This design comes from an exercise in tuning for small area, a short achievable clock period and few clock cycles on the open sky130 flow, not from production work.
Only simulation tests tie the RTL to the original design; equivalence was not proved.

$ cat design/flow/design.v
module pxe_core (
    input  wire        clk,
    input  wire        rst,
    input  wire        cmd_valid,
    output wire        cmd_ready,
    input  wire [4:0]  cmd_op,
    input  wire [31:0] cmd_key,
    input  wire [15:0] cmd_height,
    input  wire [15:0] cmd_width,
    input  wire        in_valid,
    output wire        in_ready,
    input  wire [23:0] in_data,
    output wire        out_valid,
    input  wire        out_ready,
    output wire [23:0] out_data,
    output wire        mem_ren_a,
    output wire [9:0]  mem_raddr_a,
    input  wire [31:0] mem_rdata_a,
    output wire        mem_ren_b,
    output wire [9:0]  mem_raddr_b,
    input  wire [31:0] mem_rdata_b,
    output wire        mem_we,
    output wire [9:0]  mem_waddr,
    output wire [31:0] mem_wdata
);
    localparam [1:0] S_IDLE   = 2'd0,
                     S_RESEED = 2'd1,    
                     S_DRAW   = 2'd2,
                     S_MATH   = 2'd3;
    localparam [1:0] P_J1  = 2'd0,    
                     P_J2  = 2'd1,    
                     P_SMP = 2'd2;    
    reg [1:0]  state;
    reg        shuf;        
    reg        dec;
    reg [31:0] x;           
    reg [9:0]  cnt;         
    reg [9:0]  ra;          
    reg        msb;         
    reg        blk1;        
    reg        regen;       
    reg        d_valid;     
    reg        w_valid;     
    reg [7:0]  w8;          
    reg [15:0] wid, col, row;    
    reg [1:0]  phase;
    reg [1:0]  cp0, cp1, cp2;    
    reg [1:0]  bsel;        
    reg [23:0] out_reg;
    reg        out_v;
    wire [31:0] x_mix = x ^ {30'd0, x[31:30]};
    wire [31:0] x_inv = ~x_mix;
    wire [1:0]  ms_ml = x[1:0] ^ x[31:30];
    wire [31:0] ms_lo = ms_ml[1] ? (ms_ml[0] ? 32'h44169C2F : 32'hD80F12CA)
                                 : (ms_ml[0] ? 32'h6C078965 : 32'h0);
    wire cs_s1 = 1'b1 ^ x[28] ^ x[26];
    wire cs_c2 = (1'b1 & x[28]) | (1'b1 & x[26]) | (x[28] & x[26]);
    wire cs_s3 = x[29] ^ x[27] ^ x[20];
    wire cs_c4 = (x[29] & x[27]) | (x[29] & x[20]) | (x[27] & x[20]);
    wire cs_s5 = 1'b1 ^ x[30] ^ x[28];
    wire cs_c6 = (1'b1 & x[30]) | (1'b1 & x[28]) | (x[30] & x[28]);
    wire cs_s7 = x[21] ^ x[19] ^ x[11];
    wire cs_c8 = (x[21] & x[19]) | (x[21] & x[11]) | (x[19] & x[11]);
    wire cs_s9 = x[31] ^ x[29] ^ x[22];
    wire cs_s11 = x[20] ^ x[12] ^ x_inv[26];
    wire cs_s13 = 1'b1 ^ x[9];
    wire cs_c14 = 1'b1 & x[9];
    wire cs_s15 = x[13] ^ x[11];
    wire cs_c16 = x[13] & x[11];
    wire cs_s17 = x[14] ^ x[12] ^ x[5];
    wire cs_c18 = (x[14] & x[12]) | (x[14] & x[5]) | (x[12] & x[5]);
    wire cs_s19 = x[15] ^ x[13] ^ x[6];
    wire cs_c20 = (x[15] & x[13]) | (x[15] & x[6]) | (x[13] & x[6]);
    wire cs_s21 = x[16] ^ x[14] ^ x[7];
    wire cs_c22 = (x[16] & x[14]) | (x[16] & x[7]) | (x[14] & x[7]);
    wire cs_s23 = 1'b1 ^ x[17] ^ x[15];
    wire cs_c24 = (1'b1 & x[17]) | (1'b1 & x[15]) | (x[17] & x[15]);
    wire cs_s25 = x[8] ^ x[6] ^ x_inv[12];
    wire cs_c26 = (x[8] & x[6]) | (x[8] & x_inv[12]) | (x[6] & x_inv[12]);
    wire cs_s27 = x[18] ^ x[16] ^ x[9];
    wire cs_c28 = (x[18] & x[16]) | (x[18] & x[9]) | (x[16] & x[9]);
    wire cs_s29 = x[7] ^ x_inv[13] ^ x_inv[11];
    wire cs_c30 = (x[7] & x_inv[13]) | (x[7] & x_inv[11]) | (x_inv[13] & x_inv[11]);
    wire cs_s31 = x[19] ^ x[17] ^ x[10];
    wire cs_c32 = (x[19] & x[17]) | (x[19] & x[10]) | (x[17] & x[10]);
    wire cs_s33 = x[8] ^ x_inv[14] ^ x_inv[12];
    wire cs_c34 = (x[8] & x_inv[14]) | (x[8] & x_inv[12]) | (x_inv[14] & x_inv[12]);
    wire cs_s35 = x[20] ^ x[18] ^ x[11];
    wire cs_c36 = (x[20] & x[18]) | (x[20] & x[11]) | (x[18] & x[11]);
    wire cs_s37 = x[9] ^ x_inv[15] ^ x_inv[13];
    wire cs_c38 = (x[9] & x_inv[15]) | (x[9] & x_inv[13]) | (x_inv[15] & x_inv[13]);
    wire cs_s39 = x[21] ^ x[19] ^ x[12];
    wire cs_c40 = (x[21] & x[19]) | (x[21] & x[12]) | (x[19] & x[12]);
    wire cs_s41 = x[10] ^ x[2] ^ x_inv[16];
    wire cs_c42 = (x[10] & x[2]) | (x[10] & x_inv[16]) | (x[2] & x_inv[16]);
    wire cs_s43 = x_inv[14] ^ x_inv[6];
    wire cs_c44 = x_inv[14] & x_inv[6];
    wire cs_s45 = x[22] ^ x[20] ^ x[13];
    wire cs_c46 = (x[22] & x[20]) | (x[22] & x[13]) | (x[20] & x[13]);
    wire cs_s47 = x[11] ^ x[3] ^ x_inv[17];
    wire cs_c48 = (x[11] & x[3]) | (x[11] & x_inv[17]) | (x[3] & x_inv[17]);
    wire cs_s49 = x_inv[15] ^ x_inv[7] ^ ms_lo[22];
    wire cs_c50 = (x_inv[15] & x_inv[7]) | (x_inv[15] & ms_lo[22]) | (x_inv[7] & ms_lo[22]);
    wire cs_s51 = x[23] ^ x[21] ^ x[14];
    wire cs_c52 = (x[23] & x[21]) | (x[23] & x[14]) | (x[21] & x[14]);
    wire cs_s53 = x[12] ^ x[4] ^ x_inv[18];
    wire cs_c54 = (x[12] & x[4]) | (x[12] & x_inv[18]) | (x[4] & x_inv[18]);
    wire cs_s55 = x_inv[16] ^ x_inv[8] ^ ms_lo[23];
    wire cs_c56 = (x_inv[16] & x_inv[8]) | (x_inv[16] & ms_lo[23]) | (x_inv[8] & ms_lo[23]);
    wire cs_s57 = x[24] ^ x[22] ^ x[15];
    wire cs_c58 = (x[24] & x[22]) | (x[24] & x[15]) | (x[22] & x[15]);
    wire cs_s59 = x[13] ^ x[5] ^ x_inv[19];
    wire cs_c60 = (x[13] & x[5]) | (x[13] & x_inv[19]) | (x[5] & x_inv[19]);
    wire cs_s61 = x_inv[17] ^ x_inv[9] ^ ms_lo[24];
    wire cs_c62 = (x_inv[17] & x_inv[9]) | (x_inv[17] & ms_lo[24]) | (x_inv[9] & ms_lo[24]);
    wire cs_s63 = x[25] ^ x[23] ^ x[16];
    wire cs_c64 = (x[25] & x[23]) | (x[25] & x[16]) | (x[23] & x[16]);
    wire cs_s65 = x[14] ^ x[6] ^ x_inv[20];
    wire cs_c66 = (x[14] & x[6]) | (x[14] & x_inv[20]) | (x[6] & x_inv[20]);
    wire cs_s67 = x_inv[18] ^ x_inv[10] ^ ms_lo[25];
    wire cs_c68 = (x_inv[18] & x_inv[10]) | (x_inv[18] & ms_lo[25]) | (x_inv[10] & ms_lo[25]);
    wire cs_s69 = x[26] ^ x[24] ^ x[17];
    wire cs_c70 = (x[26] & x[24]) | (x[26] & x[17]) | (x[24] & x[17]);
    wire cs_s71 = x[15] ^ x[7] ^ x_inv[21];
    wire cs_c72 = (x[15] & x[7]) | (x[15] & x_inv[21]) | (x[7] & x_inv[21]);
    wire cs_s73 = x_inv[19] ^ x_inv[11] ^ ms_lo[26];
    wire cs_c74 = (x_inv[19] & x_inv[11]) | (x_inv[19] & ms_lo[26]) | (x_inv[11] & ms_lo[26]);
    wire cs_s75 = x[27] ^ x[25] ^ x[18];
    wire cs_c76 = (x[27] & x[25]) | (x[27] & x[18]) | (x[25] & x[18]);
    wire cs_s77 = x[16] ^ x[8] ^ x_inv[22];
    wire cs_c78 = (x[16] & x[8]) | (x[16] & x_inv[22]) | (x[8] & x_inv[22]);
    wire cs_s79 = x_inv[20] ^ x_inv[12] ^ ms_lo[27];
    wire cs_c80 = (x_inv[20] & x_inv[12]) | (x_inv[20] & ms_lo[27]) | (x_inv[12] & ms_lo[27]);
    wire cs_s81 = x[19] ^ x[17] ^ x[9];
    wire cs_c82 = (x[19] & x[17]) | (x[19] & x[9]) | (x[17] & x[9]);
    wire cs_s83 = x_inv[23] ^ x_inv[21] ^ x_inv[13];
    wire cs_c84 = (x_inv[23] & x_inv[21]) | (x_inv[23] & x_inv[13]) | (x_inv[21] & x_inv[13]);
    wire cs_s85 = x_inv[2] ^ cs_s1 ^ ms_lo[28];
    wire cs_c86 = (x_inv[2] & cs_s1) | (x_inv[2] & ms_lo[28]) | (cs_s1 & ms_lo[28]);
    wire cs_s87 = x[18] ^ x[10] ^ x_inv[24];
    wire cs_c88 = (x[18] & x[10]) | (x[18] & x_inv[24]) | (x[10] & x_inv[24]);
    wire cs_s89 = x_inv[22] ^ x_inv[14] ^ x_inv[3];
    wire cs_c90 = (x_inv[22] & x_inv[14]) | (x_inv[22] & x_inv[3]) | (x_inv[14] & x_inv[3]);
    wire cs_s91 = cs_c2 ^ cs_s3 ^ ms_lo[29];
    wire cs_c92 = (cs_c2 & cs_s3) | (cs_c2 & ms_lo[29]) | (cs_s3 & ms_lo[29]);
    wire cs_s93 = x_inv[25] ^ x_inv[23] ^ x_inv[15];
    wire cs_c94 = (x_inv[25] & x_inv[23]) | (x_inv[25] & x_inv[15]) | (x_inv[23] & x_inv[15]);
    wire cs_s95 = x_inv[4] ^ x_inv[2] ^ cs_c4;
    wire cs_c96 = (x_inv[4] & x_inv[2]) | (x_inv[4] & cs_c4) | (x_inv[2] & cs_c4);
    wire cs_s97 = cs_s5 ^ cs_s7 ^ ms_lo[30];
    wire cs_c98 = (cs_s5 & cs_s7) | (cs_s5 & ms_lo[30]) | (cs_s7 & ms_lo[30]);
    wire cs_s99 = x_inv[24] ^ x_inv[16] ^ x_inv[5];
    wire cs_s101 = x_inv[3] ^ cs_c6 ^ cs_c8;
    wire cs_s103 = cs_s9 ^ cs_s11 ^ ms_lo[31];
    wire cs_s105 = 1'b1 ^ x[7] ^ x[5];
    wire cs_c106 = (1'b1 & x[7]) | (1'b1 & x[5]) | (x[7] & x[5]);
    wire cs_s107 = x[8] ^ x[6] ^ cnt[8];
    wire cs_c108 = (x[8] & x[6]) | (x[8] & cnt[8]) | (x[6] & cnt[8]);
    wire cs_s109 = x[7] ^ cnt[9] ^ x_inv[4];
    wire cs_c110 = (x[7] & cnt[9]) | (x[7] & x_inv[4]) | (cnt[9] & x_inv[4]);
    wire cs_s111 = x_inv[2] ^ cs_s13;
    wire cs_c112 = x_inv[2] & cs_s13;
    wire cs_s113 = x[10] ^ x[8] ^ x_inv[5];
    wire cs_c114 = (x[10] & x[8]) | (x[10] & x_inv[5]) | (x[8] & x_inv[5]);
    wire cs_s115 = x_inv[3] ^ cs_c14 ^ ms_lo[10];
    wire cs_c116 = (x_inv[3] & cs_c14) | (x_inv[3] & ms_lo[10]) | (cs_c14 & ms_lo[10]);
    wire cs_s117 = x[11] ^ x[9] ^ x[2];
    wire cs_c118 = (x[11] & x[9]) | (x[11] & x[2]) | (x[9] & x[2]);
    wire cs_s119 = x_inv[6] ^ x_inv[4] ^ ms_lo[11];
    wire cs_c120 = (x_inv[6] & x_inv[4]) | (x_inv[6] & ms_lo[11]) | (x_inv[4] & ms_lo[11]);
    wire cs_s121 = x[12] ^ x[10] ^ x[3];
    wire cs_c122 = (x[12] & x[10]) | (x[12] & x[3]) | (x[10] & x[3]);
    wire cs_s123 = x_inv[7] ^ x_inv[5] ^ ms_lo[12];
    wire cs_c124 = (x_inv[7] & x_inv[5]) | (x_inv[7] & ms_lo[12]) | (x_inv[5] & ms_lo[12]);
    wire cs_s125 = x[4] ^ x[2] ^ x_inv[8];
    wire cs_c126 = (x[4] & x[2]) | (x[4] & x_inv[8]) | (x[2] & x_inv[8]);
    wire cs_s127 = x_inv[6] ^ cs_s15 ^ ms_lo[13];
    wire cs_c128 = (x_inv[6] & cs_s15) | (x_inv[6] & ms_lo[13]) | (cs_s15 & ms_lo[13]);
    wire cs_s129 = x[3] ^ x_inv[9] ^ x_inv[7];
    wire cs_c130 = (x[3] & x_inv[9]) | (x[3] & x_inv[7]) | (x_inv[9] & x_inv[7]);
    wire cs_s131 = cs_c16 ^ cs_s17 ^ ms_lo[14];
    wire cs_c132 = (cs_c16 & cs_s17) | (cs_c16 & ms_lo[14]) | (cs_s17 & ms_lo[14]);
    wire cs_s133 = x[4] ^ x_inv[10] ^ x_inv[8];
    wire cs_c134 = (x[4] & x_inv[10]) | (x[4] & x_inv[8]) | (x_inv[10] & x_inv[8]);
    wire cs_s135 = cs_c18 ^ cs_s19 ^ ms_lo[15];
    wire cs_c136 = (cs_c18 & cs_s19) | (cs_c18 & ms_lo[15]) | (cs_s19 & ms_lo[15]);
    wire cs_s137 = x[5] ^ x_inv[11] ^ x_inv[9];
    wire cs_c138 = (x[5] & x_inv[11]) | (x[5] & x_inv[9]) | (x_inv[11] & x_inv[9]);
    wire cs_s139 = cs_c20 ^ cs_s21 ^ ms_lo[16];
    wire cs_c140 = (cs_c20 & cs_s21) | (cs_c20 & ms_lo[16]) | (cs_s21 & ms_lo[16]);
    wire cs_s141 = x_inv[10] ^ x_inv[2] ^ cs_c22;
    wire cs_c142 = (x_inv[10] & x_inv[2]) | (x_inv[10] & cs_c22) | (x_inv[2] & cs_c22);
    wire cs_s143 = cs_s23 ^ ms_lo[17] ^ cs_s25;
    wire cs_c144 = (cs_s23 & ms_lo[17]) | (cs_s23 & cs_s25) | (ms_lo[17] & cs_s25);
    wire cs_s145 = x_inv[3] ^ cs_c24 ^ cs_s27;
    wire cs_c146 = (x_inv[3] & cs_c24) | (x_inv[3] & cs_s27) | (cs_c24 & cs_s27);
    wire cs_s147 = cs_c26 ^ ms_lo[18] ^ cs_s29;
    wire cs_c148 = (cs_c26 & ms_lo[18]) | (cs_c26 & cs_s29) | (ms_lo[18] & cs_s29);
    wire cs_s149 = x_inv[4] ^ cs_c28 ^ cs_s31;
    wire cs_c150 = (x_inv[4] & cs_c28) | (x_inv[4] & cs_s31) | (cs_c28 & cs_s31);
    wire cs_s151 = cs_c30 ^ ms_lo[19] ^ cs_s33;
    wire cs_c152 = (cs_c30 & ms_lo[19]) | (cs_c30 & cs_s33) | (ms_lo[19] & cs_s33);
    wire cs_s153 = x_inv[5] ^ cs_c32 ^ cs_s35;
    wire cs_c154 = (x_inv[5] & cs_c32) | (x_inv[5] & cs_s35) | (cs_c32 & cs_s35);
    wire cs_s155 = cs_c34 ^ ms_lo[20] ^ cs_s37;
    wire cs_c156 = (cs_c34 & ms_lo[20]) | (cs_c34 & cs_s37) | (ms_lo[20] & cs_s37);
    wire cs_s157 = cs_s43 ^ cs_c36 ^ cs_s39;
    wire cs_c158 = (cs_s43 & cs_c36) | (cs_s43 & cs_s39) | (cs_c36 & cs_s39);
    wire cs_s159 = cs_c38 ^ ms_lo[21] ^ cs_s41;
    wire cs_c160 = (cs_c38 & ms_lo[21]) | (cs_c38 & cs_s41) | (ms_lo[21] & cs_s41);
    wire cs_s161 = cs_c44 ^ cs_c40 ^ cs_s45;
    wire cs_c162 = (cs_c44 & cs_c40) | (cs_c44 & cs_s45) | (cs_c40 & cs_s45);
    wire cs_s163 = cs_c42 ^ cs_s47 ^ cs_s49;
    wire cs_c164 = (cs_c42 & cs_s47) | (cs_c42 & cs_s49) | (cs_s47 & cs_s49);
    wire cs_s165 = cs_c46 ^ cs_s51 ^ cs_c48;
    wire cs_c166 = (cs_c46 & cs_s51) | (cs_c46 & cs_c48) | (cs_s51 & cs_c48);
    wire cs_s167 = cs_s53 ^ cs_c50 ^ cs_s55;
    wire cs_c168 = (cs_s53 & cs_c50) | (cs_s53 & cs_s55) | (cs_c50 & cs_s55);
    wire cs_s169 = cs_c52 ^ cs_s57 ^ cs_c54;
    wire cs_c170 = (cs_c52 & cs_s57) | (cs_c52 & cs_c54) | (cs_s57 & cs_c54);
    wire cs_s171 = cs_s59 ^ cs_c56 ^ cs_s61;
    wire cs_c172 = (cs_s59 & cs_c56) | (cs_s59 & cs_s61) | (cs_c56 & cs_s61);
    wire cs_s173 = cs_c58 ^ cs_s63 ^ cs_c60;
    wire cs_c174 = (cs_c58 & cs_s63) | (cs_c58 & cs_c60) | (cs_s63 & cs_c60);
    wire cs_s175 = cs_s65 ^ cs_c62 ^ cs_s67;
    wire cs_c176 = (cs_s65 & cs_c62) | (cs_s65 & cs_s67) | (cs_c62 & cs_s67);
    wire cs_s177 = cs_c64 ^ cs_s69 ^ cs_c66;
    wire cs_c178 = (cs_c64 & cs_s69) | (cs_c64 & cs_c66) | (cs_s69 & cs_c66);
    wire cs_s179 = cs_s71 ^ cs_c68 ^ cs_s73;
    wire cs_c180 = (cs_s71 & cs_c68) | (cs_s71 & cs_s73) | (cs_c68 & cs_s73);
    wire cs_s181 = cs_c70 ^ cs_s75 ^ cs_c72;
    wire cs_c182 = (cs_c70 & cs_s75) | (cs_c70 & cs_c72) | (cs_s75 & cs_c72);
    wire cs_s183 = cs_s77 ^ cs_c74 ^ cs_s79;
    wire cs_c184 = (cs_s77 & cs_c74) | (cs_s77 & cs_s79) | (cs_c74 & cs_s79);
    wire cs_s185 = cs_c76 ^ cs_s81 ^ cs_c78;
    wire cs_c186 = (cs_c76 & cs_s81) | (cs_c76 & cs_c78) | (cs_s81 & cs_c78);
    wire cs_s187 = cs_s83 ^ cs_c80 ^ cs_s85;
    wire cs_c188 = (cs_s83 & cs_c80) | (cs_s83 & cs_s85) | (cs_c80 & cs_s85);
    wire cs_s189 = cs_c82 ^ cs_c84 ^ cs_s87;
    wire cs_c190 = (cs_c82 & cs_c84) | (cs_c82 & cs_s87) | (cs_c84 & cs_s87);
    wire cs_s191 = cs_s89 ^ cs_c86 ^ cs_s91;
    wire cs_c192 = (cs_s89 & cs_c86) | (cs_s89 & cs_s91) | (cs_c86 & cs_s91);
    wire cs_s193 = cs_c88 ^ cs_c90 ^ cs_s93;
    wire cs_c194 = (cs_c88 & cs_c90) | (cs_c88 & cs_s93) | (cs_c90 & cs_s93);
    wire cs_s195 = cs_s95 ^ cs_c92 ^ cs_s97;
    wire cs_c196 = (cs_s95 & cs_c92) | (cs_s95 & cs_s97) | (cs_c92 & cs_s97);
    wire cs_s197 = cs_c94 ^ cs_s99 ^ cs_c96;
    wire cs_s199 = cs_s101 ^ cs_c98 ^ cs_s103;
    wire cs_s201 = x[4] ^ x[2];
    wire cs_c202 = x[4] & x[2];
    wire cs_s203 = x[5] ^ x[3] ^ cnt[5];
    wire cs_c204 = (x[5] & x[3]) | (x[5] & cnt[5]) | (x[3] & cnt[5]);
    wire cs_s205 = x[6] ^ x[4] ^ cnt[6];
    wire cs_c206 = (x[6] & x[4]) | (x[6] & cnt[6]) | (x[4] & cnt[6]);
    wire cs_s207 = cnt[7] ^ x_inv[2] ^ cs_s105;
    wire cs_c208 = (cnt[7] & x_inv[2]) | (cnt[7] & cs_s105) | (x_inv[2] & cs_s105);
    wire cs_s209 = x_inv[3] ^ cs_c106 ^ cs_s107;
    wire cs_c210 = (x_inv[3] & cs_c106) | (x_inv[3] & cs_s107) | (cs_c106 & cs_s107);
    wire cs_s211 = cs_c108 ^ ms_lo[9] ^ cs_s109;
    wire cs_c212 = (cs_c108 & ms_lo[9]) | (cs_c108 & cs_s109) | (ms_lo[9] & cs_s109);
    wire cs_s213 = cs_c110 ^ cs_s113 ^ cs_c112;
    wire cs_c214 = (cs_c110 & cs_s113) | (cs_c110 & cs_c112) | (cs_s113 & cs_c112);
    wire cs_s215 = cs_s117 ^ cs_c114 ^ cs_c116;
    wire cs_c216 = (cs_s117 & cs_c114) | (cs_s117 & cs_c116) | (cs_c114 & cs_c116);
    wire cs_s217 = cs_c118 ^ cs_s121 ^ cs_c120;
    wire cs_c218 = (cs_c118 & cs_s121) | (cs_c118 & cs_c120) | (cs_s121 & cs_c120);
    wire cs_s219 = cs_c122 ^ cs_s125 ^ cs_c124;
    wire cs_c220 = (cs_c122 & cs_s125) | (cs_c122 & cs_c124) | (cs_s125 & cs_c124);
    wire cs_s221 = cs_c126 ^ cs_s129 ^ cs_c128;
    wire cs_c222 = (cs_c126 & cs_s129) | (cs_c126 & cs_c128) | (cs_s129 & cs_c128);
    wire cs_s223 = cs_c130 ^ cs_s133 ^ cs_c132;
    wire cs_c224 = (cs_c130 & cs_s133) | (cs_c130 & cs_c132) | (cs_s133 & cs_c132);
    wire cs_s225 = cs_c134 ^ cs_s137 ^ cs_c136;
    wire cs_c226 = (cs_c134 & cs_s137) | (cs_c134 & cs_c136) | (cs_s137 & cs_c136);
    wire cs_s227 = cs_c138 ^ cs_s141 ^ cs_c140;
    wire cs_c228 = (cs_c138 & cs_s141) | (cs_c138 & cs_c140) | (cs_s141 & cs_c140);
    wire cs_s229 = cs_c142 ^ cs_s145 ^ cs_c144;
    wire cs_c230 = (cs_c142 & cs_s145) | (cs_c142 & cs_c144) | (cs_s145 & cs_c144);
    wire cs_s231 = cs_c146 ^ cs_s149 ^ cs_c148;
    wire cs_c232 = (cs_c146 & cs_s149) | (cs_c146 & cs_c148) | (cs_s149 & cs_c148);
    wire cs_s233 = cs_c150 ^ cs_s153 ^ cs_c152;
    wire cs_c234 = (cs_c150 & cs_s153) | (cs_c150 & cs_c152) | (cs_s153 & cs_c152);
    wire cs_s235 = cs_c154 ^ cs_s157 ^ cs_c156;
    wire cs_c236 = (cs_c154 & cs_s157) | (cs_c154 & cs_c156) | (cs_s157 & cs_c156);
    wire cs_s237 = cs_c158 ^ cs_s161 ^ cs_c160;
    wire cs_c238 = (cs_c158 & cs_s161) | (cs_c158 & cs_c160) | (cs_s161 & cs_c160);
    wire cs_s239 = cs_c162 ^ cs_s165 ^ cs_c164;
    wire cs_c240 = (cs_c162 & cs_s165) | (cs_c162 & cs_c164) | (cs_s165 & cs_c164);
    wire cs_s241 = cs_c166 ^ cs_s169 ^ cs_c168;
    wire cs_c242 = (cs_c166 & cs_s169) | (cs_c166 & cs_c168) | (cs_s169 & cs_c168);
    wire cs_s243 = cs_c170 ^ cs_s173 ^ cs_c172;
    wire cs_c244 = (cs_c170 & cs_s173) | (cs_c170 & cs_c172) | (cs_s173 & cs_c172);
    wire cs_s245 = cs_c174 ^ cs_s177 ^ cs_c176;
    wire cs_c246 = (cs_c174 & cs_s177) | (cs_c174 & cs_c176) | (cs_s177 & cs_c176);
    wire cs_s247 = cs_c178 ^ cs_s181 ^ cs_c180;
    wire cs_c248 = (cs_c178 & cs_s181) | (cs_c178 & cs_c180) | (cs_s181 & cs_c180);
    wire cs_s249 = cs_c182 ^ cs_s185 ^ cs_c184;
    wire cs_c250 = (cs_c182 & cs_s185) | (cs_c182 & cs_c184) | (cs_s185 & cs_c184);
    wire cs_s251 = cs_c186 ^ cs_s189 ^ cs_c188;
    wire cs_c252 = (cs_c186 & cs_s189) | (cs_c186 & cs_c188) | (cs_s189 & cs_c188);
    wire cs_s253 = cs_c190 ^ cs_s193 ^ cs_c192;
    wire cs_c254 = (cs_c190 & cs_s193) | (cs_c190 & cs_c192) | (cs_s193 & cs_c192);
    wire cs_s255 = cs_c194 ^ cs_s197 ^ cs_c196;
    wire cs_s257 = 1'b1 ^ cnt[0];
    wire cs_c258 = 1'b1 & cnt[0];
    wire cs_s259 = cnt[1] ^ ms_lo[1];
    wire cs_c260 = cnt[1] & ms_lo[1];
    wire cs_s261 = x[2] ^ cnt[2] ^ ms_lo[2];
    wire cs_c262 = (x[2] & cnt[2]) | (x[2] & ms_lo[2]) | (cnt[2] & ms_lo[2]);
    wire cs_s263 = x[3] ^ cnt[3] ^ ms_lo[3];
    wire cs_c264 = (x[3] & cnt[3]) | (x[3] & ms_lo[3]) | (cnt[3] & ms_lo[3]);
    wire cs_s265 = cnt[4] ^ cs_s201 ^ ms_lo[4];
    wire cs_c266 = (cnt[4] & cs_s201) | (cnt[4] & ms_lo[4]) | (cs_s201 & ms_lo[4]);
    wire cs_s267 = cs_c202 ^ cs_s203 ^ ms_lo[5];
    wire cs_c268 = (cs_c202 & cs_s203) | (cs_c202 & ms_lo[5]) | (cs_s203 & ms_lo[5]);
    wire cs_s269 = cs_c204 ^ cs_s205 ^ ms_lo[6];
    wire cs_c270 = (cs_c204 & cs_s205) | (cs_c204 & ms_lo[6]) | (cs_s205 & ms_lo[6]);
    wire cs_s271 = cs_c206 ^ ms_lo[7] ^ cs_s207;
    wire cs_c272 = (cs_c206 & ms_lo[7]) | (cs_c206 & cs_s207) | (ms_lo[7] & cs_s207);
    wire cs_s273 = ms_lo[8] ^ cs_c208 ^ cs_s209;
    wire cs_c274 = (ms_lo[8] & cs_c208) | (ms_lo[8] & cs_s209) | (cs_c208 & cs_s209);
    wire cs_s275 = cs_s111 ^ cs_c210 ^ cs_s211;
    wire cs_c276 = (cs_s111 & cs_c210) | (cs_s111 & cs_s211) | (cs_c210 & cs_s211);
    wire cs_s277 = cs_c212 ^ cs_s115 ^ cs_s213;
    wire cs_c278 = (cs_c212 & cs_s115) | (cs_c212 & cs_s213) | (cs_s115 & cs_s213);
    wire cs_s279 = cs_c214 ^ cs_s119 ^ cs_s215;
    wire cs_c280 = (cs_c214 & cs_s119) | (cs_c214 & cs_s215) | (cs_s119 & cs_s215);
    wire cs_s281 = cs_s123 ^ cs_c216 ^ cs_s217;
    wire cs_c282 = (cs_s123 & cs_c216) | (cs_s123 & cs_s217) | (cs_c216 & cs_s217);
    wire cs_s283 = cs_s127 ^ cs_c218 ^ cs_s219;
    wire cs_c284 = (cs_s127 & cs_c218) | (cs_s127 & cs_s219) | (cs_c218 & cs_s219);
    wire cs_s285 = cs_s131 ^ cs_c220 ^ cs_s221;
    wire cs_c286 = (cs_s131 & cs_c220) | (cs_s131 & cs_s221) | (cs_c220 & cs_s221);
    wire cs_s287 = cs_s135 ^ cs_c222 ^ cs_s223;
    wire cs_c288 = (cs_s135 & cs_c222) | (cs_s135 & cs_s223) | (cs_c222 & cs_s223);
    wire cs_s289 = cs_s139 ^ cs_c224 ^ cs_s225;
    wire cs_c290 = (cs_s139 & cs_c224) | (cs_s139 & cs_s225) | (cs_c224 & cs_s225);
    wire cs_s291 = cs_s143 ^ cs_c226 ^ cs_s227;
    wire cs_c292 = (cs_s143 & cs_c226) | (cs_s143 & cs_s227) | (cs_c226 & cs_s227);
    wire cs_s293 = cs_s147 ^ cs_c228 ^ cs_s229;
    wire cs_c294 = (cs_s147 & cs_c228) | (cs_s147 & cs_s229) | (cs_c228 & cs_s229);
    wire cs_s295 = cs_s151 ^ cs_c230 ^ cs_s231;
    wire cs_c296 = (cs_s151 & cs_c230) | (cs_s151 & cs_s231) | (cs_c230 & cs_s231);
    wire cs_s297 = cs_s155 ^ cs_c232 ^ cs_s233;
    wire cs_c298 = (cs_s155 & cs_c232) | (cs_s155 & cs_s233) | (cs_c232 & cs_s233);
    wire cs_s299 = cs_s159 ^ cs_c234 ^ cs_s235;
    wire cs_c300 = (cs_s159 & cs_c234) | (cs_s159 & cs_s235) | (cs_c234 & cs_s235);
    wire cs_s301 = cs_c236 ^ cs_s237 ^ cs_s163;
    wire cs_c302 = (cs_c236 & cs_s237) | (cs_c236 & cs_s163) | (cs_s237 & cs_s163);
    wire cs_s303 = cs_c238 ^ cs_s167 ^ cs_s239;
    wire cs_c304 = (cs_c238 & cs_s167) | (cs_c238 & cs_s239) | (cs_s167 & cs_s239);
    wire cs_s305 = cs_s171 ^ cs_c240 ^ cs_s241;
    wire cs_c306 = (cs_s171 & cs_c240) | (cs_s171 & cs_s241) | (cs_c240 & cs_s241);
    wire cs_s307 = cs_s175 ^ cs_c242 ^ cs_s243;
    wire cs_c308 = (cs_s175 & cs_c242) | (cs_s175 & cs_s243) | (cs_c242 & cs_s243);
    wire cs_s309 = cs_s179 ^ cs_c244 ^ cs_s245;
    wire cs_c310 = (cs_s179 & cs_c244) | (cs_s179 & cs_s245) | (cs_c244 & cs_s245);
    wire cs_s311 = cs_s183 ^ cs_c246 ^ cs_s247;
    wire cs_c312 = (cs_s183 & cs_c246) | (cs_s183 & cs_s247) | (cs_c246 & cs_s247);
    wire cs_s313 = cs_s187 ^ cs_c248 ^ cs_s249;
    wire cs_c314 = (cs_s187 & cs_c248) | (cs_s187 & cs_s249) | (cs_c248 & cs_s249);
    wire cs_s315 = cs_s191 ^ cs_c250 ^ cs_s251;
    wire cs_c316 = (cs_s191 & cs_c250) | (cs_s191 & cs_s251) | (cs_c250 & cs_s251);
    wire cs_s317 = cs_s195 ^ cs_c252 ^ cs_s253;
    wire cs_c318 = (cs_s195 & cs_c252) | (cs_s195 & cs_s253) | (cs_c252 & cs_s253);
    wire cs_s319 = cs_s199 ^ cs_c254 ^ cs_s255;
    wire [31:0] ms_a = {cs_s319, cs_s317, cs_s315, cs_s313, cs_s311, cs_s309, cs_s307, cs_s305, cs_s303, cs_s301, cs_s299, cs_s297, cs_s295, cs_s293, cs_s291, cs_s289, cs_s287, cs_s285, cs_s283, cs_s281, cs_s279, cs_s277, cs_s275, cs_s273, cs_s271, cs_s269, cs_s267, cs_s265, cs_s263, cs_s261, cs_s259, ms_lo[0]};
    wire [31:0] ms_b = {cs_c318, cs_c316, cs_c314, cs_c312, cs_c310, cs_c308, cs_c306, cs_c304, cs_c302, cs_c300, cs_c298, cs_c296, cs_c294, cs_c292, cs_c290, cs_c288, cs_c286, cs_c284, cs_c282, cs_c280, cs_c278, cs_c276, cs_c274, cs_c272, cs_c270, cs_c268, cs_c266, cs_c264, cs_c262, cs_c260, cs_c258, cs_s257};
    wire [31:0] x_next = ms_a + ms_b;
    wire        in_rs = (state == S_RESEED);
    wire [9:0]  rb = (ra >= 10'd228) ? ra - 10'd228 : ra + 10'd396;
    wire        raw  = in_rs && (cnt <= 10'd396);
    wire [31:0] op_a = regen ? x : (raw ? 32'd0 : mem_rdata_a);
    wire [31:0] op_b = in_rs ? x : mem_rdata_b;
    wire [31:0] tw   = op_b ^ {1'b0, msb && !raw, op_a[30:1]}
                       ^ (op_a[0] ? 32'h9908B0DF : 32'h0);
    function [31:0] temper;
        input [31:0] v;
        reg [31:0] t;
        begin
            t = v ^ (v >> 11);
            t = t ^ ((t << 7)  & 32'h9D2C5680);
            t = t ^ ((t << 15) & 32'hEFC60000);
            t = t ^ (t >> 18);
            temper = t;
        end
    endfunction
    wire [31:0] word = temper(tw);
    function [7:0] sel_byte;
        input [23:0] p;
        input [1:0]  k;
        begin
            case (k)
                2'd0:    sel_byte = p[7:0];
                2'd1:    sel_byte = p[15:8];
                default: sel_byte = p[23:16];
            endcase
        end
    endfunction
    wire [1:0] cp_b  = (bsel == 2'd0) ? cp0 : (bsel == 2'd1) ? cp1 : cp2;
    wire [1:0] src   = (shuf && !dec) ? cp_b : bsel;    
    wire [1:0] dst   = (shuf && dec)  ? cp_b : bsel;    
    wire [7:0] s_in  = sel_byte(in_data, src);
    wire        acc_nz  = (w8[6:0] <= 7'd99);
    wire [7:0]  s_inv   = s_in ^ {8{dec}};
    wire [9:0]  sum     = {2'b00, s_inv} + {3'b000, w8[6:0]} - 10'd50;
    wire [7:0]  clipped = (sum[9] ? 8'd0 : (sum[8] ? 8'd255 : sum[7:0])) ^ {8{dec}};
    wire [7:0]  res     = shuf ? clipped : (s_in ^ w8);
    wire [7:0]  k8  = x[7:0];
    wire [7:0]  mka = dec ? ~k8 : 8'd0;
    wire [7:0]  mkc = dec ? 8'hFF : k8;
    wire [7:0]  m_r0 = ((in_data[7:0]   ^ mka) + k8) ^ mkc;
    wire [7:0]  m_r1 = ((in_data[15:8]  ^ mka) + k8) ^ mkc;
    wire [7:0]  m_r2 = ((in_data[23:16] ^ mka) + k8) ^ mkc;
    wire out_free = !out_v || out_ready;
    wire in_draw  = (state == S_DRAW);
    wire in_math  = (state == S_MATH);
    wire smp_word = !shuf || (phase == P_SMP && acc_nz);
    wire consume  = w_valid && (!smp_word || (in_valid && out_free));
    wire put      = w_valid && smp_word && in_valid && out_free;    
    wire advance  = d_valid && (!w_valid || consume);
    wire room     = !d_valid || advance;
    wire last_col = (col == 16'd1);
    wire last_pix = last_col && (row == 16'd1);
    wire pix_done = (put && bsel == 2'd2) || (in_math && in_valid && out_free);
    wire reload   = d_valid && blk1 && (ra == 10'd397);
    wire issue    = !(pix_done && last_pix) && room && !reload &&
                    ((in_rs && cnt >= 10'd396) || in_draw);
    wire step     = in_rs ? (cnt < 10'd396 || (cnt == 10'd396 ? issue : advance))
                          : (regen && (cnt == 10'd396 || advance));
    wire [15:0] cr_dec = (last_col ? row : col) - 16'd1;
    assign cmd_ready = (state == S_IDLE);
    assign in_ready  = (w_valid && smp_word && bsel == 2'd2 && out_free) ||
                       (in_math && out_free);
    assign out_valid = out_v;
    assign out_data  = out_reg;
    assign mem_ren_a   = issue;
    assign mem_raddr_a = ra;
    assign mem_ren_b   = issue;
    assign mem_raddr_b = rb;
    assign mem_we      = raw || d_valid;
    assign mem_waddr   = raw ? cnt : (ra >= 10'd2 ? ra - 10'd2 : ra + 10'd622);
    assign mem_wdata   = tw;
    always @(posedge clk) begin
        if (rst) begin
            state   <= S_IDLE;
            d_valid <= 1'b0;
            w_valid <= 1'b0;
            out_v   <= 1'b0;
        end else begin
            if (out_ready)
                out_v <= 1'b0;
            if (pix_done)
                out_v <= 1'b1;
            if (advance) begin
                msb <= op_a[31];
                w8  <= word[7:0];
                if (ra == 10'd1)         
                    blk1 <= 1'b0;
                if (ra == 10'd0)         
                    regen <= 1'b0;
            end
            if (step) begin
                x   <= x_next;
                cnt <= cnt + 10'd1;
            end
            d_valid <= issue || (d_valid && !advance);
            if (issue)
                ra <= (ra == 10'd623) ? 10'd0 : ra + 10'd1;
            w_valid <= advance || (w_valid && !consume);
            if (consume && shuf) begin
                case (phase)
                    P_J1: begin
                        if (w8[1:0] != 2'd3) begin
                            cp0   <= w8[1:0];    
                            phase <= P_J2;
                        end
                    end
                    P_J2: begin
                        case ({cp0, w8[0]})
                            3'b000: begin cp0 <= 2'd1; cp1 <= 2'd2; cp2 <= 2'd0; end
                            3'b001: begin cp0 <= 2'd2; cp1 <= 2'd1; cp2 <= 2'd0; end
                            3'b010: begin cp0 <= 2'd2; cp1 <= 2'd0; cp2 <= 2'd1; end
                            3'b011: begin cp0 <= 2'd0; cp1 <= 2'd2; cp2 <= 2'd1; end
                            3'b100: begin cp0 <= 2'd1; cp1 <= 2'd0; cp2 <= 2'd2; end
                            default: begin cp0 <= 2'd0; cp1 <= 2'd1; cp2 <= 2'd2; end
                        endcase
                        phase <= P_SMP;
                    end
                    default: ;
                endcase
            end
            if (put) begin
                case (dst)
                    2'd0:    out_reg[7:0]   <= res;
                    2'd1:    out_reg[15:8]  <= res;
                    default: out_reg[23:16] <= res;
                endcase
                bsel <= (bsel == 2'd2) ? 2'd0 : bsel + 2'd1;
            end
            case (state)
                S_IDLE: begin
                    if (cmd_valid) begin
                        shuf   <= cmd_op[2];
                        dec    <= cmd_op[4];
                        x      <= cmd_key;
                        cnt    <= 10'd0;
                        ra     <= 10'd1;
                        blk1   <= 1'b1;
                        regen  <= 1'b0;
                        phase  <= P_J1;
                        bsel   <= 2'd0;
                        wid    <= cmd_width;
                        col    <= cmd_width;
                        row    <= cmd_height;
                        if (cmd_height == 16'd0 || cmd_width == 16'd0)
                            state <= S_IDLE;
                        else if (cmd_op[1])
                            state <= S_MATH;
                        else
                            state <= S_RESEED;
                    end
                end
                S_RESEED: begin
                    if (cnt == 10'd0)
                        msb <= x[31];
                    if (cnt == 10'd623 && advance)
                        state <= S_DRAW;
                end
                S_DRAW: begin
                    if (reload && advance) begin
                        x     <= mem_rdata_a;
                        cnt   <= 10'd396;
                        regen <= 1'b1;
                    end
                end
                S_MATH: begin
                    if (pix_done)
                        out_reg <= {m_r2, m_r1, m_r0};
                end
                default: state <= S_IDLE;
            endcase
            if (pix_done) begin
                if (last_pix) begin
                    state   <= S_IDLE;
                    d_valid <= 1'b0;
                    w_valid <= 1'b0;
                end else if (last_col) begin
                    col <= wid;
                    row <= cr_dec;
                end else begin
                    col <= cr_dec;
                end
            end
        end
    end
endmodule
$ cat design/flow/flow/run.sh
#!/bin/bash
# The standard layout, with the port buffers made of the smallest buffer
# cell instead of the delay buffer that buffer_ports picks by default.
set -e
export BUFFER_PORTS_ARGS="-buffer_cell sky130_fd_sc_hd__buf_1"
bash standard.sh > standard.log 2>&1
$ cat design/flow/standard.sh
#!/bin/bash
# synth_recipe.tcl (not shown) runs the flow's synth.tcl, then flattens the netlist and writes it again
# the make line also repeats each setting of config.mk as NAME=value (left out here)
make -C /OpenROAD-flow-scripts/flow DESIGN_CONFIG=/design/flow/config.mk WORK_HOME=/design/flow/orfs CLKGATE_MAP_FILE= SYNTH_SCRIPT=/design/flow/synth_recipe.tcl "${@:-finish}"
$ cat design/flow/config.mk
export PLATFORM = sky130hd
export DESIGN_NAME = pxe_core
export DESIGN_NICKNAME = pxe_core
export VERILOG_FILES = /design/flow/design.v
export SDC_FILE = /design/flow/constraint.sdc
export NUM_CORES = 4
export LEC_CHECK = 0
export ABC_AREA = 1
export CAP_MARGIN = 20
export CORE_MARGIN = 2
export CORE_UTILIZATION = 40
export SETUP_SLACK_MARGIN = 4.0
export SLEW_MARGIN = 20
$ cat design/flow/constraint.sdc
create_clock -name core_clock -period 9.0 [get_ports {clk}]
set_input_delay 1.8000 -clock core_clock [delete_from_list [all_inputs] [get_ports {clk}]]
set_output_delay 1.8000 -clock core_clock [all_outputs]
set_load 0.01 [all_outputs]
==> key figures, run 1 <==
Status
  • Status: timing/DRC/antenna clean

Synthesis
  • Asr flop ratio synth: 0
  • Top cell type's share of synthesized area: 0.233
  • Post-Syn Area: roughly 0.019 mm^2
  • Yosys warns: 1
  • Mapped Cells: roughly 2600
  • Register area share after synthesis: 0.238
  • Most frequent cell after synthesis: nand2_1
  • Post-Syn Nets: 2972
  • Avg Inst Size Synth: approximately 7.3 um^2
  • Commonest cells in the netlist: 570 x nand2_1, 411 x inv_1, 187 x nor2_1
  • Area leader, netlist: edfxtp_1
  • Synth Register Bits: around 150
  • Number of synthesized flops with an enable pin: roughly 150
  • Post-synth top flop: edfxtp_1
  • Top post-synthesis cells by area: edfxtp_1 23%, fa_1 13%, nand2_1 11%
  • Yosys cell types: 65

STA
  • Worst-margin pin slew: ~0.95 ns
  • Endpoints failing setup: 0
  • Final Max Tran Viols: 0
  • Clock skew: approximately 0.013 ns
  • Fin crit share: 0.549
  • RSZ-0062 raised after global routing: yes
  • Fmax: around 200 MHz
  • Hold slack: between 0.5 and 0.6 ns
  • Setup TNS: 0 ns
  • Normalized max-slew margin: 0.364
  • Final hold vios: 0
  • Tmin final: about 4.9 ns

Setup path
  • Worst R2R Start: x[12]
  • CP Max Fanout: 13
  • Critical setup path kind: input port to output port
  • CP Launch Type: input port
  • R2R Setup Slk: approximately 4.1 ns
  • FF-to-FF path depth: 19
  • CP Capture Type: output port
  • Arr. time, crit path: approximately 3.1 ns
  • Crit Reg-Reg Endpoint: x[31]
  • CP Data Required Time: slightly above 7 ns

Final layout
  • Final Cell Area: 0.0220 mm^2
  • Share of cells above drive strength 1: 0.101
  • Max reg flops: 32
  • Area Growth Syn to Fin: 16.1%
  • Final #Nets: 3257

Die
  • DIE AREA: 0.0491 mm^2
  • Die X: 222 um
  • Core ar.: 0.0467 mm^2
  • Die H: around 220 um
  • Initial core utilization: 0.406
  • Standard-cell rows: between 70 and 80
  • Io pins: between 200 and 300

Worst hold path
  • Hold Crit Class: flip-flop to flip-flop
  • Hold-critical path depth: 2
  • Hold Path Sink: col[1]
  • Worst hold start: wid[1]

Clock network
  • Root Driver: clkbuf_16
  • H-tree depth: 4
  • Maximum buffer depth of the clock tree: 2
  • Clk sinks: between 150 and 200
  • CTS Buf Count: 17
  • Clk slew on worst S/H paths: 0.07 ns
  • Worst skew pair latency: 0.50 ns
  • Hold_buf cts: 0
  • CTS tree: done

Detailed routing
  • Drt wl/cell: slightly above 20 um
  • DRC: 0
  • ANT nets after route: 0
  • 1st-pass router iterations: 17
  • First-iteration detailed-routing DRC count: between 1500 and 2000
  • Vias/cell: 5.52
  • Via Count: 19335
  • Final wirelength: between 70000 and 80000 um

Global routing
  • Total GRT Usage: 0.290
  • Vias in the first global route: about 18000
  • First-pass GRT wire length: 108000 um
  • Initial antenna violation count: 7
  • Grt ovf: 0
  • Largest net degree at the start of global routing: 70

Job
  • Max-cap violations: 0

Placement
  • IO buf count: approximately 250
  • Post-DP HPWL: ~56000 um
  • Placed inst area: around 0.020 mm^2
  • Final GP Congestion: 0.939
stage by stage:
step | cells | worst slack [ns] | util
after CTS | 3467 | 3.97 | 0.460
after global routing | 3499 | 3.94 | 0.471
after detailed placement | 3394 | 3.04 | 0.437
final | 3503 | 4.06 | 0.471
after floorplan | 2594 | 4.06 | -
after global placement | 3394 | 3.07 | 0.437
metal layers:
| layer | share of wire | global-route usage | wire length, um | vias to the layer above |
|---|---|---|---|---|
| met5 | 0.00063 | 0 | 46 | - |
| met4 | 0.038 | 0.112 | 2730 | 6 |
| met3 | 0.11 | 0.0761 | 7660 | 140 |
| met2 | 0.45 | 0.449 | 32400 | 940 |
| met1 | 0.41 | 0.388 | 29900 | 9173 |
| li1 | - | - | - | 9076 |
cell usage in the layout, fill, tap and decap left out, types with 18 or more instances in the layout:
cell / synthesis / routed
buf_4: 8 / 80
buf_1: 8 / 251
or2_2: 38 / 38
o21ai_0: 174 / 167
clkbuf_16: 0 / 18
fa_1: 125 / 125
o21ai_1: 17 / 21
nand4_1: 31 / 31
inv_2: 22 / 28
nor3_1: 25 / 22
a21oi_1: 164 / 159
xnor2_1: 37 / 37
nand2_2: 17 / 18
nand2_1: 570 / 562
ha_1: 91 / 82
nor2_1: 187 / 179
edfxtp_1: 147 / 147
inv_1: 411 / 394
nand3_1: 185 / 184
xor2_1: 84 / 82
how the worst max path moves through the flow:
stage / startpoint / end / cells past startpoint
after global placement: x[0] / x[30] / 23
final: mem_rdata_a[0] / mem_wdata[13] / 8
after floorplan: rst / cp0[0] / 3
after detailed placement: x[0] / x[30] / 23
after global routing: x[18] / x[25] / 18
after CTS: x[31] / x[30] / 23
worst max-delay path, cell delays in order:
cell and delay (ns):
buf_1 0.22, nand3_2 0.13, nand2_4 0.26, inv_6 0.14
nand3_1 0.11, nand2_1 0.09, inv_2 0.07, buf_1 0.29
logic make-up (layout without fill, tap and decap cells):
kind of cell             Yosys count  in the layout  share of synthesized area
AO/OA/AOI/OAI                    484            484                      0.147
AND/OR/NAND/NOR                 1103           1103                      0.255
buffers and inverters            511            809                      0.107
flip-flops                       152            152                      0.238
other                              0              4                          0
XOR/XNOR                         124            124                     0.0585
adder cells (fa/ha/maj)          216            216                      0.192
multiplexers                       4              4                    0.00211
cell type report:
class,instances,area [um^2]
timing repair buffer,340,1670
multi-input combinational,1931,12700
antenna,4,10.0
sequential,152,4510
inverter,437,1680
clock inverter,15,205
tap,607,759
clock buffer,17,425
fill,4781,24700
what timing repair did:
action / CTS / global route
resized for setup: 33 / 65
pin swaps: 2 / 18
cloned: 0 / 1
endpoints found under the setup margin: 54 / 45
buffers inserted: 41 / 31
Testbench counts, summed over its fixed seeds: cycles 57,653.
==> run 2, diff against run 1 <==
--- a/design/flow/config.mk
+++ b/design/flow/config.mk
@@ -6,5 +6,4 @@
 export NUM_CORES = 4
 export LEC_CHECK = 0
-export ABC_AREA = 1
 export CAP_MARGIN = 20
 export CORE_MARGIN = 2
==> key figures, run 2 <==
Synthesis
  • Commonest cells in the netlist: 214 x inv_1, 208 x nand2_1, 187 x nor2_1
  • Synth Area in Simple Gates: 0.158
  • Area leader, netlist: edfxtp_1
  • Mux cell area share after synthesis: 0.0235
  • Yosys cell types: 80
  • Synth Register Bits: between 150 and 200
  • Number of synthesized flops with an enable pin: about 150
  • Main combinational cell family by area after synthesis: adder cells
  • Top cell type's share of synthesized area: 0.246
  • Adder-cell share of the synthesized area: 0.204
  • Post-Syn Area: ~0.018 mm^2
  • Post-Synth XOR/XNOR Area: 0.108
  • Most frequent cell after synthesis: inv_1
  • Mapped Cells: around 2100
  • Top post-synthesis cells by area: edfxtp_1 25%, fa_1 14%, xnor2_1 7.5%
  • Yosys warns: 1
  • Synth Area in Compound Gates: 0.185
  • Avg Inst Size Synth: between 8 and 9 um^2
  • Asr flop ratio synth: 0
  • Post-synth top flop: edfxtp_1
  • Register area share after synthesis: 0.252
  • Post-Syn Nets: between 2000 and 2500

Die
  • Die X: between 200 and 250 um
  • DIE AREA: roughly 0.047 mm^2
  • Die H: 216 um
  • Io pins: ~250
  • Standard-cell rows: slightly below 80
  • Core ar.: between 0.04 and 0.05 mm^2
  • Initial core utilization: 0.406

Setup path
  • FF-to-FF path depth: 17
  • CP Launch Type: flip-flop
  • CP Max Fanout: 9
  • CP endpoint: mem_waddr[5]
  • Worst R2R Start: x[31]
  • Worst Setup SP: ra[6]
  • CP Capture Type: output port
  • Critical setup path kind: flip-flop to output port
  • Arr. time, crit path: roughly 3.1 ns
  • Crit Reg-Reg Endpoint: x[24]
  • R2R Setup Slk: a little over 4 ns
  • CP Data Required Time: 7.20 ns

Final layout
  • Share of cells above drive strength 1: 0.108
  • Final #Nets: around 2800
  • Fill cells: ~4300
  • Area Growth Syn to Fin: 17.8%
  • Commonest non-fill, non-tap cell in the layout: buf_1
  • Most frequent cells in the layout: 243 x buf_1, 205 x nand2_1, 196 x inv_1
  • Max reg flops: 32

STA
  • Hold slack: roughly 0.55 ns
  • Final Max Tran Viols: 0
  • Clock skew: ~0.017 ns
  • Worst-margin pin slew: between 1 and 1.5 ns
  • Tmin final: ~4.9 ns
  • Setup TNS: 0 ns
  • Final hold vios: 0
  • RSZ-0062 raised after global routing: yes
  • Fin crit share: 0.548
  • Fmax: 203 MHz
  • Normalized max-slew margin: 0.289
  • Endpoints failing setup: 0

Placement
  • Final GP Congestion: between 0.9 and 1
  • IO buf count: approximately 250
  • Post-DP HPWL: about 47000 um

Global routing
  • Grt ovf: 0
  • Initial antenna violation count: 2
  • First-pass GRT wire length: between 90000 and 100000 um
  • Vias in the first global route: 16248
  • Total GRT Usage: 0.269
  • Largest net degree at the start of global routing: 76

Detailed routing
  • Vias/cell: ~5.7
  • Drt wl/cell: about 21 um
  • Final wirelength: 63100 um
  • Via Count: around 17000
  • 1st-pass router iterations: 5
  • First-iteration detailed-routing DRC count: 1651
  • ANT nets after route: 0
  • DRC: 0

Clock network
  • Clk sinks: ~150
  • H-tree depth: 4
  • Worst skew pair latency: ~0.46 ns
  • CTS Buf Count: 17
  • Clk slew on worst S/H paths: approximately 0.070 ns
  • CTS tree: done
  • Maximum buffer depth of the clock tree: 2
  • Root Driver: clkbuf_16

Worst hold path
  • Hold Crit Class: flip-flop to flip-flop
  • Hold-critical path depth: 2

Status
  • Status: timing/DRC/antenna clean

Job
  • Max-cap violations: 0
-- run 2: cell count changes in the layout (fill, tap and decap cells not counted), moves of 19 or more --
cell	before	now
nand3_1	184	30
inv_2	28	6
nand4_1	31	12
nand2_1	562	205
xnor2_1	37	149
nand2b_1	0	25
inv_1	394	196
o21ai_0	167	134
mux2i_1	4	41
and3_1	0	23
or2_2	38	11
-- run 2: worst max-delay path: stages (launching register included) --
cell and delay, ns:
edfxtp_1 0.57, or3_1 0.52, nor3b_1 0.40, nand2_1 0.15, and3_1 0.22, a31o_2 0.22
xnor2_1 0.12, o21ai_0 0.28, buf_1 0.20
-- run 2: stage by stage --
step	util	setup slack (ns)	cell area, um^2	cells
after floorplan	-	4.00	18000	2106
after global placement	0.439	3.03	19400	2861
after detailed placement	0.439	3.00	19400	2861
after CTS	0.461	3.92	20400	2931
after global routing	0.477	3.90	21100	2977
final	0.478	4.07	21100	2979
-- run 2: cell type report --
type                    count  area [um^2]  share of cell area
repair buffers            359         1840              0.0869
multi-input cells        1626        12600               0.598
inverters                 216          857              0.0406
diodes                      2         5.00            0.000237
clock buffers              20          447              0.0211
well taps                 592          741              0.0351
flip-flops and latches    152         4510               0.214
clock inverters            12         91.3             0.00432
-- run 2: cell families (layout without fill, tap and decap cells) --
family,Yosys count,after routing
AO/OA/AOI/OAI,534,534
adder cells (fa/ha/maj),217,217
flip-flops,152,152
AND/OR/NAND/NOR,613,613
other,0,2
XOR/XNOR,220,220
buffers and inverters,328,607
multiplexers,42,42
-- run 2: worst min-delay path by stage --
stage / start / to / slack, ns
global route: out_reg[20] / out_reg[20] / 0.60
floorplan: d_valid / w_valid / 0.48
finish: d_valid / w_valid / 0.55
CTS: d_valid / w_valid / 0.55
global placement: blk1 / blk1 / 0.53
detailed placement: d_valid / w_valid / 0.54
-- run 2: layer usage --
metal / wire length [um] / GRT usage / vias up / part of all wire
met3: 5590 / 0.0400 / 91 / 0.089
met1: 27600 / 0.386 / 8255 / 0.44
li1: - / - / 7801 / -
met5: 22 / 0 / - / 0.00035
met4: 1640 / 0.0828 / 4 / 0.026
met2: 28300 / 0.417 / 822 / 0.45
-- run 2: what timing repair did --
action | in CTS | in global routing
hold buffers | 0 | 0
endpoints found under the setup margin | 57 | 49
pin swaps | 4 | 26
setup buffers | 38 | 46
gates resized for setup | 33 | 106
==> run 3, diff against run 2 <==
--- a/design/flow/config.mk
+++ b/design/flow/config.mk
@@ -9,4 +9,4 @@
 export CORE_MARGIN = 2
 export CORE_UTILIZATION = 40
-export SETUP_SLACK_MARGIN = 4.0
+export SETUP_SLACK_MARGIN = 4.3
 export SLEW_MARGIN = 20
==> key figures, run 3 <==
Die
  • Initial core utilization: 0.406
  • Die H: ~220 um
  • Io pins: between 200 and 300
  • Standard-cell rows: 77
  • DIE AREA: around 0.047 mm^2
  • Core ar.: ~0.044 mm^2
  • Die X: around 220 um

Detailed routing
  • Final wirelength: 65700 um
  • Vias/cell: about 5.8
  • ANT nets after route: 0
  • DRC: 0
  • 1st-pass router iterations: 6
  • Via Count: 17602
  • First-iteration detailed-routing DRC count: between 1500 and 2000
  • Drt wl/cell: around 22 um

Setup path
  • Crit Reg-Reg Endpoint: x[31]
  • Top cell family by delay on the critical path: adder cells
  • CP Capture Type: flip-flop
  • R2R Setup Slk: about 4.2 ns
  • CP Data Required Time: around 9.2 ns
  • Critical setup path kind: flip-flop to flip-flop
  • CP Max Fanout: 4
  • CP max stage cell: fa_1
  • Critical path depth: 17
  • CP peak stage delay: around 0.54 ns
  • Worst R2R Start: x[13]
  • CP Launch Type: flip-flop
  • Worst Setup SP: x[13]
  • Crit-path cells: clkinvlp_4 -> buf_6 -> fa_2 -> fa_1 -> inv_1 -> fa_1 -> inv_1 -> fa_1 -> inv_1 -> ha_1 -> a21o_1 -> a21o_4 -> a221oi_4 -> a21oi_2 -> xnor2_1 -> mux2i_1 -> o21ai_1
  • FF-to-FF path depth: 17
  • Arr. time, crit path: between 4 and 5 ns
  • Buf+Inv Stages, Crit Path: 5
  • CP endpoint: x[31]

STA
  • Fmax: between 200 and 250 MHz
  • Hold slack: between 0.5 and 0.6 ns
  • RSZ-0062 raised after global routing: yes
  • Final hold vios: 0
  • Normalized max-slew margin: 0.302
  • Fin crit share: 0.532
  • Final Max Tran Viols: 0
  • Clock skew: approximately 0.021 ns
  • Setup TNS: 0 ns
  • Worst-margin pin slew: ~1.0 ns
  • Endpoints failing setup: 0
  • Tmin final: about 4.8 ns

Synthesis
  • Yosys cell types: 80
  • Register area share after synthesis: 0.252
  • Yosys warns: 1
  • Post-synth top flop: edfxtp_1
  • Most frequent cell after synthesis: inv_1
  • Top cell type's share of synthesized area: 0.246
  • Post-Syn Nets: approximately 2500
  • Asr flop ratio synth: 0
  • Avg Inst Size Synth: 8.52 um^2
  • Mapped Cells: around 2100
  • Synth Register Bits: between 150 and 200
  • Top post-synthesis cells by area: edfxtp_1 25%, fa_1 14%, xnor2_1 7.5%
  • Number of synthesized flops with an enable pin: 147
  • Area leader, netlist: edfxtp_1
  • Commonest cells in the netlist: 214 x inv_1, 208 x nand2_1, 187 x nor2_1
  • Post-Syn Area: around 0.018 mm^2

Final layout
  • Max reg flops: 32
  • Share of cells above drive strength 1: 0.177
  • Final #Nets: approximately 2800
  • Fin cells: 3051
  • Commonest non-fill, non-tap cell in the layout: buf_1
  • Most frequent cells in the layout: 228 x buf_1, 204 x nand2_1, 181 x inv_1
  • Area Growth Syn to Fin: 25.5%
  • Fin util: 0.509

Placement
  • Post-DP HPWL: about 47000 um
  • IO buf count: ~250
  • Placed Cells: 2862
  • Final GP Congestion: 0.983

Job
  • Max-cap violations: 0

Clock network
  • CTS Buf Count: 17
  • Worst skew pair latency: around 0.46 ns
  • Hold_buf cts: 0
  • Maximum buffer depth of the clock tree: 2
  • Clk slew on worst S/H paths: roughly 0.070 ns
  • Clk sinks: ~150
  • CTS tree: done
  • H-tree depth: 4
  • Root Driver: clkbuf_16

Global routing
  • First-pass GRT wire length: slightly below 100000 um
  • Largest net degree at the start of global routing: 65
  • Grt met1 use: 0.387
  • Initial antenna violation count: 3
  • Total GRT Usage: 0.276
  • Grt ovf: 0
  • Met2 usage: 0.422
  • M3 GR Usage: 0.0458
  • GRT busiest layer: met2
  • Vias in the first global route: 16777

Worst hold path
  • Worst hold start: d_valid
  • Hold Crit Class: flip-flop to flip-flop

Status
  • Status: timing/DRC/antenna clean
[run 3: per-stage QoR]
| stage | cell area [um^2] | setup WS, ns |
|---|---|---|
| after floorplan | 18100 | 4.27 |
| after global placement | 19500 | 3.29 |
| after detailed placement | 19500 | 3.22 |
| after CTS | 21600 | 4.25 |
| after global routing | 22500 | 4.03 |
| final | 22500 | 4.21 |
[run 3: logic make-up after synthesis]
family / share of synthesized area
buffers and inverters: 0.0700
adder cells (fa/ha/maj): 0.204
AO/OA/AOI/OAI: 0.185
XOR/XNOR: 0.108
multiplexers: 0.0235
AND/OR/NAND/NOR: 0.158
flip-flops: 0.252
[run 3: what timing repair did]
| action | 4_1_cts | 5_1_grt |
|---|---|---|
| pin swaps | 40 | 66 |
| endpoints found under the setup margin | 76 | 66 |
| resized for setup | 147 | 138 |
| setup buffers | 116 | 36 |
| cloned | 1 | 3 |
[run 3: routing by layer]
metal / vias up / wire [um]
met5: - / 29
met4: 4 / 2660
met3: 148 / 6190
met2: 950 / 29100
met1: 8541 / 27700
li1: 7959 / -
[run 3: worst min-delay path by stage]
stage	slack [ns]	to	cells past startpoint
2_1_floorplan	0.48	w_valid	2
3_3_place_gp	0.53	blk1	2
3_5_place_dp	0.55	w_valid	2
4_1_cts	0.55	w_valid	2
5_1_grt	0.59	cp2[1]	0
6_report	0.54	w_valid	2
[run 3: cell type report]
type	instances	area, um^2
multi-input combinational	1626	13200
clock inverter	14	194
fill	4137	21700
inverter	216	866
sequential	152	4510
tap	592	741
clock buffer	18	429
timing repair buffer	432	2590
antenna	1	2.50
[run 3: worst reg2reg max path: cells and delay by family, from the launching register on]
family	cells	cell delay [ns]
compound gates	5	1.00
xor+xnor	1	0.14
fa+ha+maj	5	2.16
buf+inv	5	0.60
flops	1	0.49
mux	1	0.14
==> run 4, diff against run 3 <==
--- a/design/flow/config.mk
+++ b/design/flow/config.mk
@@ -9,4 +9,5 @@
 export CORE_MARGIN = 2
 export CORE_UTILIZATION = 40
-export SETUP_SLACK_MARGIN = 4.3
+export CTS_BUF_LIST = sky130_fd_sc_hd__clkbuf_4 sky130_fd_sc_hd__clkbuf_8
+export SETUP_SLACK_MARGIN = 4.0
 export SLEW_MARGIN = 20
==> key figures, run 4 <==
STA
  • Tmin final: between 4 and 5 ns
  • Setup TNS: 0 ns
  • Hold slack: approximately 0.56 ns
  • Final hold vios: 0
  • Worst-margin pin slew: between 1 and 1.5 ns
  • Final Max Tran Viols: 0
  • Fmax: around 200 MHz
  • Clock skew: around 0.017 ns

Final layout
  • Share of cells above drive strength 1: 0.103
  • Final #Nets: roughly 2800
  • Most frequent cells in the layout: 243 x buf_1, 205 x nand2_1, 202 x inv_1
  • Fill cells: 4384
  • Multi-input combinational cell area: roughly 0.013 mm^2

Clock network
  • CTS tree: done
  • Root Driver: clkbuf_8
  • Clk sinks: between 150 and 200
  • Hold_buf cts: 0
  • Maximum buffer depth of the clock tree: 2
  • Worst skew pair latency: approximately 0.52 ns
  • H-tree depth: 4

Detailed routing
  • Wl on met1: approximately 27000 um
  • Drt wl/cell: between 20 and 25 um
  • ANT nets after route: 0
  • Via Count: between 15000 and 20000
  • Final wirelength: 63000 um
  • DRC: 0

Setup path
  • Crit-path cells: buf_1 -> nand2b_1 -> o21ai_0 -> xor2_1 -> xnor2_2 -> buf_1
  • FF-to-FF path depth: 17
  • R2R Setup Slk: roughly 4 ns
  • Top cell family by delay on the critical path: XOR/XNOR gates
  • CP peak stage delay: 0.43 ns
  • CP Capture Type: output port
  • Most used cell, CP: buf_1
  • CP Data Required Time: about 7.2 ns
  • CP Max Fanout: 2
  • Buf+Inv Stages, Crit Path: 2
  • Arr. time, crit path: between 3 and 4 ns

Synthesis
  • Most frequent cell after synthesis: inv_1
  • Synth Register Bits: about 150
  • Yosys cell types: 80
  • Area leader, netlist: edfxtp_1
  • Post-synth top flop: edfxtp_1
  • Asr flop ratio synth: 0
  • Number of synthesized flops with an enable pin: ~150
  • Avg Inst Size Synth: 8.52 um^2
  • Commonest cells in the netlist: 214 x inv_1, 208 x nand2_1, 187 x nor2_1
  • Register area share after synthesis: 0.252
  • Post-Syn Area: 0.0179 mm^2
  • Yosys warns: 1
  • Top cell type's share of synthesized area: 0.246

Worst hold path
  • Hold-critical path depth: 2
  • Hold Path Sink: w_valid
  • Worst hold start: d_valid
  • Hold Crit Class: flip-flop to flip-flop

Status
  • Status: timing/DRC/antenna clean

Die
  • DIE AREA: 0.0465 mm^2
  • Core ar.: between 0.04 and 0.05 mm^2
  • Die H: approximately 220 um

Global routing
  • Total GRT Usage: 0.270
  • Grt ovf: 0
  • Largest net degree at the start of global routing: 76
  • Initial antenna violation count: 3
  • Vias in the first global route: about 16000

Placement
  • Placement Setup Slack: 3.00 ns
  • IO buf count: about 250
-- run 4: final cells by class --
type / count / area share
Sequential cell: 152 / 0.217
Clock inverter: 12 / 0.00439
Tap cell: 592 / 0.0356
Multi-Input combinational cell: 1626 / 0.601
Clock buffer: 20 / 0.0126
Timing Repair Buffer: 364 / 0.0886
Antenna cell: 2 / 0.000240
Inverter: 216 / 0.0409
-- run 4: metrics by stage --
stage,util,cells,area [um^2]
after floorplan,-,2106,18000
after global placement,0.439,2861,19400
after detailed placement,0.439,2861,19400
after CTS,0.459,2942,20300
after global routing,0.471,2983,20800
final,0.471,2984,20800
-- run 4: cell families (layout without fill, tap and decap cells) --
family | Yosys count | after routing | share of synthesized area
simple gates | 613 | 613 | 0.158
fa+ha+maj | 217 | 217 | 0.204
xor+xnor | 220 | 220 | 0.108
other cells | 0 | 2 | 0
mux | 42 | 42 | 0.0235
flops | 152 | 152 | 0.252
buf+inv | 328 | 612 | 0.0700
compound gates | 534 | 534 | 0.185
-- run 4: worst max path at each step --
stage / from / end / slack [ns] / depth (start not counted)
after CTS: x[15] / x[31] / 3.99 / 20
final: mem_rdata_a[8] / mem_wdata[7] / 4.03 / 6
after global placement: x[1] / x[31] / 3.03 / 19
after detailed placement: x[1] / x[31] / 3.00 / 19
after global routing: x[4] / x[30] / 3.81 / 19
after floorplan: in_data[2] / out_reg[20] / 4.00 / 16
-- run 4: metal layers --
| metal | track usage | vias up |
|---|---|---|
| li1 | - | 7805 |
| met3 | 0.0615 | 117 |
| met2 | 0.407 | 825 |
| met4 | 0.108 | 2 |
| met5 | 0 | - |
| met1 | 0.374 | 8237 |
-- run 4: worst register-to-register path, stage by stage (launching register included) --
cell      delay (ns)
edfxtp_1        0.39
inv_1           0.47
ha_1            0.34
inv_1           0.10
fa_1            0.44
fa_1            0.47
ha_1            0.24
or4_1           0.51
o221ai_1        0.40
and2_1          0.23
o211ai_1        0.10
buf_4           0.18
a221oi_2        0.23
buf_4           0.16
a21oi_1         0.07
xnor2_1         0.13
mux2i_1         0.15
o21ai_0         0.08
-- run 4: what timing repair did --
action                     in CTS  in global routing
pin swaps                       7                  5
buffers inserted               49                 40
setup endpoints to repair      62                 55
gates resized for setup        40                 57

static timing again, ports no longer ideal:
How much do the figures lean on ideal ports? The routed layouts below were timed once more, with nothing changed but the port constraints. Step 1 assumes that a clkbuf_16 drives the clock port and a buf_2 every other input. Step 2 times the ports against the registers' clock, not the clock port: input delays grow and output delays shrink by t, the midpoint of the rising clock arrivals with the driver on. a / b / c = ideal ports / drivers / drivers and shift; a / b = the first two.
| run | t, ns | setup slack, ns | worst setup path after step 2 | worst data-port slew with drivers (ns) |
|---|---|---|---|---|
| run 1 | 0.548 | 4.060 / 4.038 / 3.691 | input to register | 0.13 |
| run 2 | 0.511 | 4.069 / 4.014 / 3.655 | input to register | 0.10 |
| run 3 | 0.502 | 4.210 / 4.184 / 3.866 | input to register | 0.10 |
| run 4 | 0.565 | 4.034 / 4.012 / 3.639 | input to register | 0.09 |
After both steps every run listed still meets setup and hold. The setup slack of run 2, which loses most, moves by -0.055 ns with the drivers and by -0.414 ns with both steps.
